This is an optimization exercise on Yosys and OpenROAD, whose aim is small area, not a production implementation.
Only simulation tests tie the RTL to the original design; equivalence was not proved.
Power is estimated from default activity; no workload was simulated.

===== design/flow/config.mk =====
export PLATFORM = sky130hd
export DESIGN_NAME = led_matrix
export DESIGN_NICKNAME = led_matrix
export VERILOG_FILES = /design/flow/design.v
export SDC_FILE = /design/flow/constraint.sdc
export NUM_CORES = 4
export LEC_CHECK = 0
export CAP_MARGIN = 20
export CORE_MARGIN = 2
export CORE_UTILIZATION = 40
export CTS_BUF_LIST = sky130_fd_sc_hd__clkbuf_2 sky130_fd_sc_hd__clkbuf_4 sky130_fd_sc_hd__clkbuf_8
export SLEW_MARGIN = 20

===== design/flow/constraint.sdc =====
create_clock -name core_clock -period 10.0 [get_ports {clk}]
set_input_delay 2.0000 -clock core_clock [delete_from_list [all_inputs] [get_ports {clk}]]
set_output_delay 2.0000 -clock core_clock [all_outputs]
set_load 0.01 [all_outputs]

===== design/flow/design.v =====
module led_index (
    input  wire [2:0] row,
    input  wire [2:0] col,
    output wire [4:0] idx
);
    wire [4:0] row5   = {2'b00, row} * 5'd5;
    wire [4:0] col_eff = row[0] ? (5'd4 - {2'b00, col}) : {2'b00, col};
    assign idx = 5'd24 - (row5 + col_eff);
endmodule
module led_glyph_rom (
    input  wire [3:0]  id,
    output reg  [24:0] bitmap
);
    always @(*) begin
        case (id)
            4'd0:    bitmap = 25'h04255C4;   
            4'd1:    bitmap = 25'h011531E;   
            4'd2:    bitmap = 25'h0447D04;   
            4'd3:    bitmap = 25'h1EC5041;   
            4'd4:    bitmap = 25'h0475484;   
            4'd5:    bitmap = 25'h0F19510;   
            4'd6:    bitmap = 25'h0417C44;   
            4'd7:    bitmap = 25'h104146F;   
            4'd8:    bitmap = 25'h118FE2E;   
            4'd9:    bitmap = 25'h0F8BE2F;   
            4'd10:   bitmap = 25'h1E0843E;   
            default: bitmap = 25'h0000000;   
        endcase
    end
endmodule
module led_matrix #(
    parameter integer T_GAP = 256    
) (
    input  wire        clk,
    input  wire        rst,          
    input  wire [31:0] cmd_data,
    input  wire        cmd_valid,
    output wire        cmd_ready,
    input  wire [1:0]  ra,
    output reg  [31:0] rd_data,
    output wire [7:0]  tx_data,
    output wire        tx_valid,
    input  wire        tx_ready
);
    localparam [2:0] OP_MAP   = 3'b001;
    localparam [2:0] OP_SETPX = 3'b010;
    localparam [2:0] OP_FLUSH = 3'b011;
    localparam [2:0] OP_CLEAR = 3'b100;
    localparam [2:0] OP_DRAW  = 3'b101;
    localparam [2:0] F_ILLEGAL  = 3'd1;
    localparam [2:0] F_RESERVED = 3'd2;
    localparam [2:0] F_COORD    = 3'd3;
    localparam [2:0] F_INDEX    = 3'd4;
    localparam [2:0] F_GLYPH    = 3'd5;
    localparam integer GAP_WRAPS = (T_GAP - 2 + 24) / 25 + 1;
    localparam [3:0]   GAP_DONE  = GAP_WRAPS;
    reg [599:0] ring;             
    reg [4:0]   ph;               
    reg         clr;              
    reg [31:0]  cmd_q;            
    reg         busy;
    reg         fault;
    reg [4:0]   last_idx;
    reg [3:0]   gap;              
    reg         txv;              
    reg [7:0]   txd;
    reg [4:0]   nk_m;             
    reg [1:0]   nk_q;             
    reg [1:0]   nk_c;             
    wire [2:0] op    = cmd_q[31:29];
    wire [2:0] row   = cmd_q[5:3];
    wire [2:0] col   = cmd_q[2:0];
    wire [4:0] idx   = cmd_q[28:24];
    wire [3:0] glyph = cmd_q[3:0];
    reg        dec_fault;
    reg [2:0]  dec_fcode;
    always @(*) begin
        dec_fault = 1'b0;
        dec_fcode = 3'd0;
        case (op)
            OP_MAP: begin
                if (cmd_q[28:6] != 23'd0) begin
                    dec_fault = 1'b1; dec_fcode = F_RESERVED;
                end else if (row > 3'd4 || col > 3'd4) begin
                    dec_fault = 1'b1; dec_fcode = F_COORD;
                end
            end
            OP_SETPX: begin
                if (idx > 5'd24) begin
                    dec_fault = 1'b1; dec_fcode = F_INDEX;
                end
            end
            OP_FLUSH, OP_CLEAR: begin
                if (cmd_q[28:0] != 29'd0) begin
                    dec_fault = 1'b1; dec_fcode = F_RESERVED;
                end
            end
            OP_DRAW: begin
                if (cmd_q[28:4] != 25'd0) begin
                    dec_fault = 1'b1; dec_fcode = F_RESERVED;
                end else if (glyph > 4'd10) begin
                    dec_fault = 1'b1; dec_fcode = F_GLYPH;
                end
            end
            default: begin
                dec_fault = 1'b1; dec_fcode = F_ILLEGAL;
            end
        endcase
    end
    wire run       = busy && !dec_fault;
    wire do_map    = run && (op == OP_MAP);
    wire do_setpx  = run && (op == OP_SETPX);
    wire do_clear  = run && (op == OP_CLEAR);
    wire do_draw   = run && (op == OP_DRAW);
    wire do_frame  = run && (op == OP_FLUSH || op == OP_CLEAR || op == OP_DRAW);
    wire [4:0] map_idx;
    led_index u_map_index (.row(row), .col(col), .idx(map_idx));
    wire [24:0] glyph_bits;
    led_glyph_rom u_rom (.id(glyph), .bitmap(glyph_bits));
    wire [24:0] glyph_by_ph;
    genvar gp;
    generate
        for (gp = 0; gp < 25; gp = gp + 1) begin : g_ph
            localparam integer PIX  = (17 * gp) % 25;
            localparam integer LIN  = 24 - PIX;              
            localparam integer GROW = LIN / 5;
            localparam integer GCOL = (GROW % 2 == 0) ? LIN % 5 : 4 - LIN % 5;
            assign glyph_by_ph[gp] = glyph_bits[5*GROW + GCOL];
        end
    endgenerate
    wire glyph_on = glyph_by_ph[ph];
    reg [4:0] idx_ph;
    always @(*) begin
        case (idx)
            5'd0:  idx_ph = 5'd0;   5'd1:  idx_ph = 5'd3;   5'd2:  idx_ph = 5'd6;
            5'd3:  idx_ph = 5'd9;   5'd4:  idx_ph = 5'd12;  5'd5:  idx_ph = 5'd15;
            5'd6:  idx_ph = 5'd18;  5'd7:  idx_ph = 5'd21;  5'd8:  idx_ph = 5'd24;
            5'd9:  idx_ph = 5'd2;   5'd10: idx_ph = 5'd5;   5'd11: idx_ph = 5'd8;
            5'd12: idx_ph = 5'd11;  5'd13: idx_ph = 5'd14;  5'd14: idx_ph = 5'd17;
            5'd15: idx_ph = 5'd20;  5'd16: idx_ph = 5'd23;  5'd17: idx_ph = 5'd1;
            5'd18: idx_ph = 5'd4;   5'd19: idx_ph = 5'd7;   5'd20: idx_ph = 5'd10;
            5'd21: idx_ph = 5'd13;  5'd22: idx_ph = 5'd16;  5'd23: idx_ph = 5'd19;
            default: idx_ph = 5'd22;
        endcase
    end
    wire setpx_hit = do_setpx && (ph == idx_ph);
    assign cmd_ready = !rst && !busy && !fault;
    wire   cmd_fire  = cmd_valid && cmd_ready;
    assign tx_valid = txv;
    assign tx_data  = txd;
    wire   tx_fire  = txv && tx_ready;
    wire   gap_done = (gap == GAP_DONE);
    wire   wrap     = (ph == 5'd24);
    wire [23:0] head = ring[23:0];
    wire [23:0] ins  = setpx_hit ? cmd_q[23:0] :
                       do_draw   ? {16'd0, {8{glyph_on}}} :
                       (do_clear || clr) ? 24'd0 : head;
    always @(posedge clk)
        ring <= {ins, ring[599:24]};
    wire [7:0] tap = (nk_c == 2'd0) ? ins[23:16] :
                     (nk_c == 2'd1) ? ring[591:584] :
                                      ring[559:552];
    wire load = do_frame && gap_done && (nk_q != 2'd3) && (ph == nk_m) &&
                (!txv || tx_ready);
    wire frame_end = tx_fire && (nk_q == 2'd3);
    always @(posedge clk) begin
        if (!busy && !fault)
            cmd_q <= cmd_data;
        if (load)
            txd <= tap;
    end
    always @(posedge clk) begin
        if (rst) begin
            ph       <= 5'd0;
            clr      <= 1'b1;
            busy     <= 1'b0;
            fault    <= 1'b0;
            last_idx <= 5'd0;
            gap      <= 4'd0;
            txv      <= 1'b0;
            nk_m     <= 5'd0;
            nk_q     <= 2'd0;
            nk_c     <= 2'd0;
        end else begin
            ph <= wrap ? 5'd0 : ph + 5'd1;
            if (wrap)
                clr <= 1'b0;
            if (wrap && !gap_done)
                gap <= gap + 4'd1;
            if (cmd_fire)
                busy <= 1'b1;
            if (busy && dec_fault) begin
                busy  <= 1'b0;
                fault <= 1'b1;
            end
            if (do_map) begin
                busy     <= 1'b0;
                last_idx <= map_idx;
            end
            if (setpx_hit)
                busy <= 1'b0;
            if (load) begin
                txv  <= 1'b1;
                nk_c <= (nk_c == 2'd2) ? 2'd0 : nk_c + 2'd1;
                if (nk_m == 5'd24) begin
                    nk_m <= 5'd0;
                    nk_q <= nk_q + 2'd1;
                end else begin
                    nk_m <= nk_m + 5'd1;
                end
            end else if (tx_fire) begin
                txv <= 1'b0;
            end
            if (frame_end) begin
                busy <= 1'b0;
                gap  <= 4'd0;
                nk_q <= 2'd0;
            end
        end
    end
    always @(*) begin
        case (ra)
            2'd0:    rd_data = {27'd0, fault ? dec_fcode : 3'd0, fault, busy};
            2'd1:    rd_data = {27'd0, last_idx};
            2'd2:    rd_data = fault ? cmd_q : 32'd0;
            default: rd_data = 32'd0;
        endcase
    end
endmodule

===== design/flow/run.sh =====
#!/bin/bash
# synth_recipe.tcl (not shown) runs the flow's synth.tcl, then flattens the netlist and writes it again
# the make line also repeats each setting of config.mk as NAME=value (left out here)
make -C /OpenROAD-flow-scripts/flow DESIGN_CONFIG=/design/flow/config.mk WORK_HOME=/design/flow/orfs CLKGATE_MAP_FILE= SYNTH_SCRIPT=/design/flow/synth_recipe.tcl finish

==> results of run 1 <==
[synthesized netlist by cell type, types with 3 or more instances]
| master | n | area, sq um |
|---|---|---|
| dfxtp_1 | 653 | 13100 |
| edfxtp_1 | 40 | 1200 |
| nand2_1 | 40 | 150 |
| and3_1 | 32 | 200 |
| nor2_1 | 29 | 109 |
| ha_1 | 27 | 338 |
| inv_1 | 26 | 97.6 |
| a21oi_1 | 25 | 125 |
| o21ai_0 | 25 | 125 |
| clkbuf_1 | 24 | 90.1 |
| nor2b_1 | 23 | 144 |
| mux2i_1 | 22 | 220 |
| a22o_1 | 16 | 140 |
| xor2_1 | 13 | 114 |
| nand3_1 | 12 | 60.1 |
| nor3_1 | 11 | 55.1 |
| a221o_1 | 9 | 90.1 |
| a221oi_1 | 8 | 70.1 |
| buf_2 | 8 | 40.0 |
| o2bb2ai_1 | 8 | 70.1 |
| xnor2_1 | 8 | 70.1 |
| nor4_1 | 6 | 37.5 |
| and2_1 | 5 | 31.3 |
| o22ai_1 | 5 | 31.3 |
| o2111a_1 | 4 | 45.0 |
| a2111oi_0 | 3 | 26.3 |
| a31oi_1 | 3 | 18.8 |
| mux2_2 | 3 | 33.8 |
| mux4_2 | 3 | 67.6 |
| nand2b_1 | 3 | 18.8 |
| nand3b_1 | 3 | 22.5 |
| nor4b_4 | 3 | 71.3 |
| or4_1 | 3 | 22.5 |
[power by group]
part / leakage (nW) / total, mW / switching (mW) / internal, mW
Clock: 1.22 / 2.45 / 1.00 / 1.45
Sequential: 5.69 / 2.87 / 0.0449 / 2.83
Combinational: 1.62 / 0.161 / 0.0878 / 0.0733
Total: 8.53 / 5.48 / 1.13 / 4.35
[registers in the layout (all words and copies together), names as in the netlist]
register,cells
busy,1
glyph_bits,21
last_idx,5
ring,600
cmd_q,32
fault,1
nk_m,5
idx_ph,5
nk_c,2
txv,1
gap,4
nk_q,2
ph,5
txd,8
clr,1
[layout by cell type (no fill, tap or decap), drive strengths merged, types with 11 or more instances in the layout]
master,Yosys,layout
xor2,13,13
mux2i,22,22
nor3,11,11
nor2b,23,23
inv,26,30
dfxtp,653,653
clkinv,0,17
nand2,40,40
nor2,29,29
ha,27,27
clkdlybuf4s50,0,79
and3,32,32
clkbuf,24,150
o21ai,28,28
a22o,16,16
edfxtp,40,40
a21oi,25,25
nand3,12,12
[kinds of logic after synthesis]
| kind of cell | Yosys count | synth area share [%] |
|---|---|---|
| DFF | 693 | 82.4 |
| and+or+nand+nor | 179 | 5.74 |
| AOI/OAI and AO/OA | 130 | 5.41 |
| buffers and inverters | 59 | 1.36 |
| adders and majority gates | 29 | 2.18 |
| muxes | 28 | 1.86 |
| xor gates and xnor gates | 21 | 1.06 |
[critical path: cells and delay by family]
| kind | cells | cell delay, ps |
|---|---|---|
| simple gates | 2 | 1090 |
| buf+inv | 2 | 1030 |
| compound gates | 2 | 210 |
[through the flow]
step	cell area, sq um	power (mW)	hold slack [ps]	setup slack [ps]
2_1_floorplan	17300	3.02	310	5220
3_3_place_gp	18700	3.09	310	3780
3_5_place_dp	18700	3.10	312	3680
4_1_cts	21000	5.55	308	3680
5_1_grt	21000	5.71	318	3460
6_report	21000	5.48	307	3660
[final cells by class]
type,count,area (sq um),area share [%]
Sequential cell,693,14300,67.9
Inverter,26,97.6,0.464
Clock inverter,30,412,1.96
Clock buffer,150,1880,8.96
Tap cell,585,732,3.48
Antenna cell,1,2.50,0.0119
Timing Repair Buffer,80,798,3.80
Multi-Input combinational cell,387,2830,13.4
[path summary, 6_finish.rpt]
path              cells after the start       from           to  slack (ps)
setup / recovery                      6      ra[0]   rd_data[4]        3660
hold / removal                        0  ring[445]    ring[421]         310
setup reg to reg                     14   cmd_q[0]  last_idx[4]        6710
hold reg to reg                       0  ring[445]    ring[421]         310
[layer usage]
metal	vias up	wire (um)	global-route usage (%)
met5	-	0	0
met4	0	639	5.34
met3	52	1720	4.30
met2	205	12200	19.5
met1	4037	14600	18.4
li1	4169	-	-
==> results.txt, run 1 <==
RSZ-0062 raised after global routing false; Final ANT Viol Nets 0; Nets 1353; Post-synth ARST share 0%; Worst Setup Start Kind input pin; Min-Delay Path Class reg -> reg; Final period util 63.4%; HPWL Detailed 18400 um; crit-path max FO 31; Layout Area Growth over Synthesis 21.4%; layout cell share with drive strength beyond 1 14.5%; Clock Path Buffers 3; PortBufs 79; cell count after placement 1771; syn avg cell area 15.2 sq um; Seq cells post-synth 693; Clock transition at path regs 70 ps; wire length of the first global-routing pass 45900 um; CP endpoint kind output port; synthesized area 17300 sq um; WP data required 8000 ps; Layout Cells excl Fill 1952; Fin. Hold Viols 0; CTS tree built; initial antenna violation count 2; CTS Sinks 693; Initial DRT Pass Iterations 5; die area 45000 sq um; CTS resizes 0; GR Util All Layers 13.4%; Detailed Route WL 29200 um; Post-CTS Hold Fix Bufs 0; CP max stage cell nor2b_2; worst relative slew slack 27.1%; Worst-Margin Slew 1090 ps; Filler cells 3671; total CTS buffers 98; final setup fails 0; leakage power 8.53 nW; Syn Nets 1206; I/O pin count 80; initial core utilization 40.4%; Max IR drop VDD 0.145 mV; f_max 158 MHz; wire per inst 14.9 um; prevailing post-synth register cell dfxtp_1; register area share after synthesis 82.4%; vias per cell 4.34; Detailed Route Iter0 Violations 387; grt ovf 0; setup TNS 0 ps; largest net degree at the start of global routing 34; core area 42900 sq um; P per Cell Area 261 nW/um^2; routed via count 8463; CTS Root Buffer Type clkbuf_8; post-CTS setup buffer count 0; Crit path top cell by count clkdlybuf4s50_1; Layout Utilization 49.0%; Synth cell types 61; CP arrival 4340 ps; Tmin final 6340 ps; number of synthesis warnings 2; Cell Rows 76; GP Congestion 0.801; DRC 0; final-report max-slew violation count 0; clock insertion delay at the later pin of the skew report 650 ps; Post-synth EDFFs 40; crit path cell chain clkdlybuf4s50_1 > nor2b_2 > and2_1 > a22oi_1 > o21ai_0 > clkdlybuf4s50_1; Die Ht 212 um; H-Tree Depth 3; crit-path max cell delay 810 ps; Chip Width 212 um; max cap viols 0; WS Path Type in -> out; Final Skew 32.8 ps; Gate Count Post-Synth 1139; number of global-route vias before repair 8529; status timing/DRC/antenna clean
==> run 2: changes to the inputs <==
--- a/design/flow/config.mk
+++ b/design/flow/config.mk
@@ -8,5 +8,4 @@
 export CAP_MARGIN = 20
 export CORE_MARGIN = 2
 export CORE_UTILIZATION = 40
-export CTS_BUF_LIST = sky130_fd_sc_hd__clkbuf_2 sky130_fd_sc_hd__clkbuf_4 sky130_fd_sc_hd__clkbuf_8
 export SLEW_MARGIN = 20
==> results.txt, run 2 <==
status timing/DRC/antenna clean; Synth Area in Simple Gates 5.74%; GP Congestion 0.801; crit-path max cell delay 820 ps; WS Path Type in -> out; switch share 20.7%; Synth Area in XOR/XNOR 1.06%; Chip Width 212 um; CTS resizes 0; clock insertion delay at the later pin of the skew report 620 ps; initial core utilization 40.4%; setup TNS 0 ps; FF-to-FF setup slack 6700 ps; Syn Nets 1206; Max IR drop VDD 0.249 mV; GR Util All Layers 13.1%; leading cell type in the layout, fill and taps excluded dfxtp_1; Worst-Margin Slew 1060 ps; f_max 158 MHz; most instantiated cells after synthesis dfxtp_1 (653), edfxtp_1 (40), nand2_1 (40); crit-path max FO 31; Critical path buffers and inverters 2; synth top area cells dfxtp_1 (75%), edfxtp_1 (6.9%), ha_1 (2.0%); Initial DRT Pass Iterations 4; Final ANT Viol Nets 0; Cell Rows 76; wire per inst 15.3 um; Nets 1316; number of global-route vias before repair 8137; final setup fails 0; Post-synth EDFFs 40; worst relative slew slack 29.2%; adder-cell share of the synthesized area 2.18%; CTS Root Buffer Type clkbuf_16; Worst Setup Start Kind input pin; CP arrival 4350 ps; CP max stage cell nor2b_2; Gate Count Post-Synth 1139; layout cell share with drive strength beyond 1 8.65%; Synth Area in Compound Gates 5.41%; Detailed Route WL 28800 um; Tmin final 6350 ps; worst hold stages 0; # diodes 0; Final period util 63.5%; r2r endpoint last_idx[4]; Min-Delay Path Class reg -> reg; start point of the worst hold path ring[345]; initial antenna violation count 2; Clock Path Buffers 3; Final Skew 37.1 ps; Sequential Power Share 53.9%; top cell type's share of synthesized area 75.5%; CP endpoint kind output port; WP data required 8000 ps; Clock transition at path regs 60 ps; PortBufs 79; reg2reg path depth 14; RSZ-0062 raised after global routing false; total CTS buffers 61; top-count cell post-synth dfxtp_1; register area share after synthesis 82.4%; vias per cell 4.39; Cell Int Power 4.22 mW; H-Tree Depth 2; HPWL Detailed 18400 um; Hold Path End ring[321]; Fin. Hold Viols 0; Logic pwr share 3.0%; most frequent cells in the layout dfxtp_1 (653), clkdlybuf4s50_1 (79), clkbuf_16 (62), nand2_1 (40), edfxtp_1 (40); routed via count 8244; Die Ht 212 um; Synth cell types 61; FF-to-FF Start cmd_q[0]; Crit path top cell by count clkdlybuf4s50_1; clock share of power 43.1%; Layout Area Growth over Synthesis 19.7%; max reg flops 600; die area 45000 sq um; max cap viols 0; mux share of post-synthesis cell area 1.86%; Post-CTS Hold Fix Bufs 0; final-report max-slew violation count 0; I/O pin count 80; crit path cell chain clkdlybuf4s50_1 > nor2b_2 > and2_1 > a22oi_1 > o21ai_0 > clkdlybuf4s50_1; CTS tree built; main combinational cell family by area after synthesis simple AND/OR/NAND/NOR gates; Seq cells post-synth 693; Yosys top cell by area dfxtp_1; Layout Utilization 48.4%; leakage power 8.30 nW; Detailed Route Iter0 Violations 385; NetSw 1.10 mW; grt ovf 0; Most flops, register ring; DRC 0; syn avg cell area 15.2 sq um; prevailing post-synth register cell dfxtp_1; core area 42900 sq um; synthesized area 17300 sq um; wire length of the first global-routing pass 44900 um; post-CTS setup buffer count 0; Top delay family on crit path simple AND/OR/NAND/NOR gates; number of synthesis warnings 2; P per Cell Area 257 nW/um^2; Post-synth ARST share 0%; CTS Sinks 693; largest net degree at the start of global routing 34
-- run 2: metal layers --
metal / track usage [%] / wire (um) / part of all wire, %
met5: 0 / 0 / 0
met4: 5.54 / 918 / 3.2
met3: 3.23 / 1470 / 5.1
met2: 19.1 / 11900 / 41
met1: 18.6 / 14500 / 50
-- run 2: cells by family after synthesis --
| group | count (synthesis) |
|---|---|
| mux | 28 |
| fa+ha+maj | 29 |
| xor+xnor | 21 |
| compound gates | 130 |
| simple gates | 179 |
| buf+inv | 59 |
| flops | 693 |
-- run 2: final cells by class --
cell class / count / area (sq um)
clock buffers: 81 / 1690
clock inverters: 28 / 318
fillers: 3698 / 22100
inverters: 26 / 97.6
multi-input cells: 387 / 2830
flip-flops and latches: 693 / 14300
well taps: 585 / 732
repair buffers: 80 / 798
-- run 2: worst max-delay path by stage --
| stage | to | cells after the start | slack, ps | startpoint |
|---|---|---|---|---|
| CTS | rd_data[4] | 6 | 3680 | ra[0] |
| global route | rd_data[4] | 6 | 3460 | ra[0] |
| floorplan | rd_data[2] | 4 | 5220 | ra[0] |
| detailed placement | rd_data[4] | 6 | 3680 | ra[0] |
| global placement | rd_data[4] | 6 | 3780 | ra[0] |
| finish | rd_data[4] | 6 | 3650 | ra[0] |
-- run 2: stage by stage --
stage	power (mW)	instance area, sq um	hold slack, ps	setup WS [ps]	cells
after global placement	3.09	18700	310	3780	1771
after detailed placement	3.10	18700	312	3680	1771
final	5.33	20700	298	3650	1880
after CTS	5.40	20700	303	3680	1880
after global routing	5.53	20700	300	3460	1880
after floorplan	3.02	17300	310	5220	1139
-- run 2: power by group through the flow --
stage	Combinational, mW	Clock [mW]	Sequential (mW)
5_1_grt	0.180	2.47	2.88
3_5_place_dp	0.160	0	2.94
4_1_cts	0.162	2.36	2.87
3_3_place_gp	0.157	0	2.94
6_report	0.161	2.29	2.87
2_1_floorplan	0.118	0	2.90

what the ideal ports hide:
In the flow no input, the clock included, has a driving cell. The finished layouts below were timed again as built, in two steps. Step 1 assumes that a clkbuf_16 drives the clock port and a buf_2 every other input. Step 2 adds t to the input delays and takes it off the output delays; t is the mean of the earliest and latest rising clock arrival at the registers after step 1. Input paths then give back, and output paths get back, about the clock's delay inside the block. Slacks: no drivers / after step 1 / after step 2; pairs: no drivers / after step 1.
| run | shift t [ns] | setup WS [ns] | worst setup path at the end | slew at the worst register clock pin (ns) | cell pins on the clock port's net |
|---|---|---|---|---|---|
| run 1 | 0.675 | 3.661 / 3.638 / 3.638 | input to output | 0.07 / 0.07 | 1 |
| run 2 | 0.649 | 3.653 / 3.630 / 3.630 | input to output | 0.06 / 0.06 | 1 |
After both steps setup and hold are still met in every run listed.
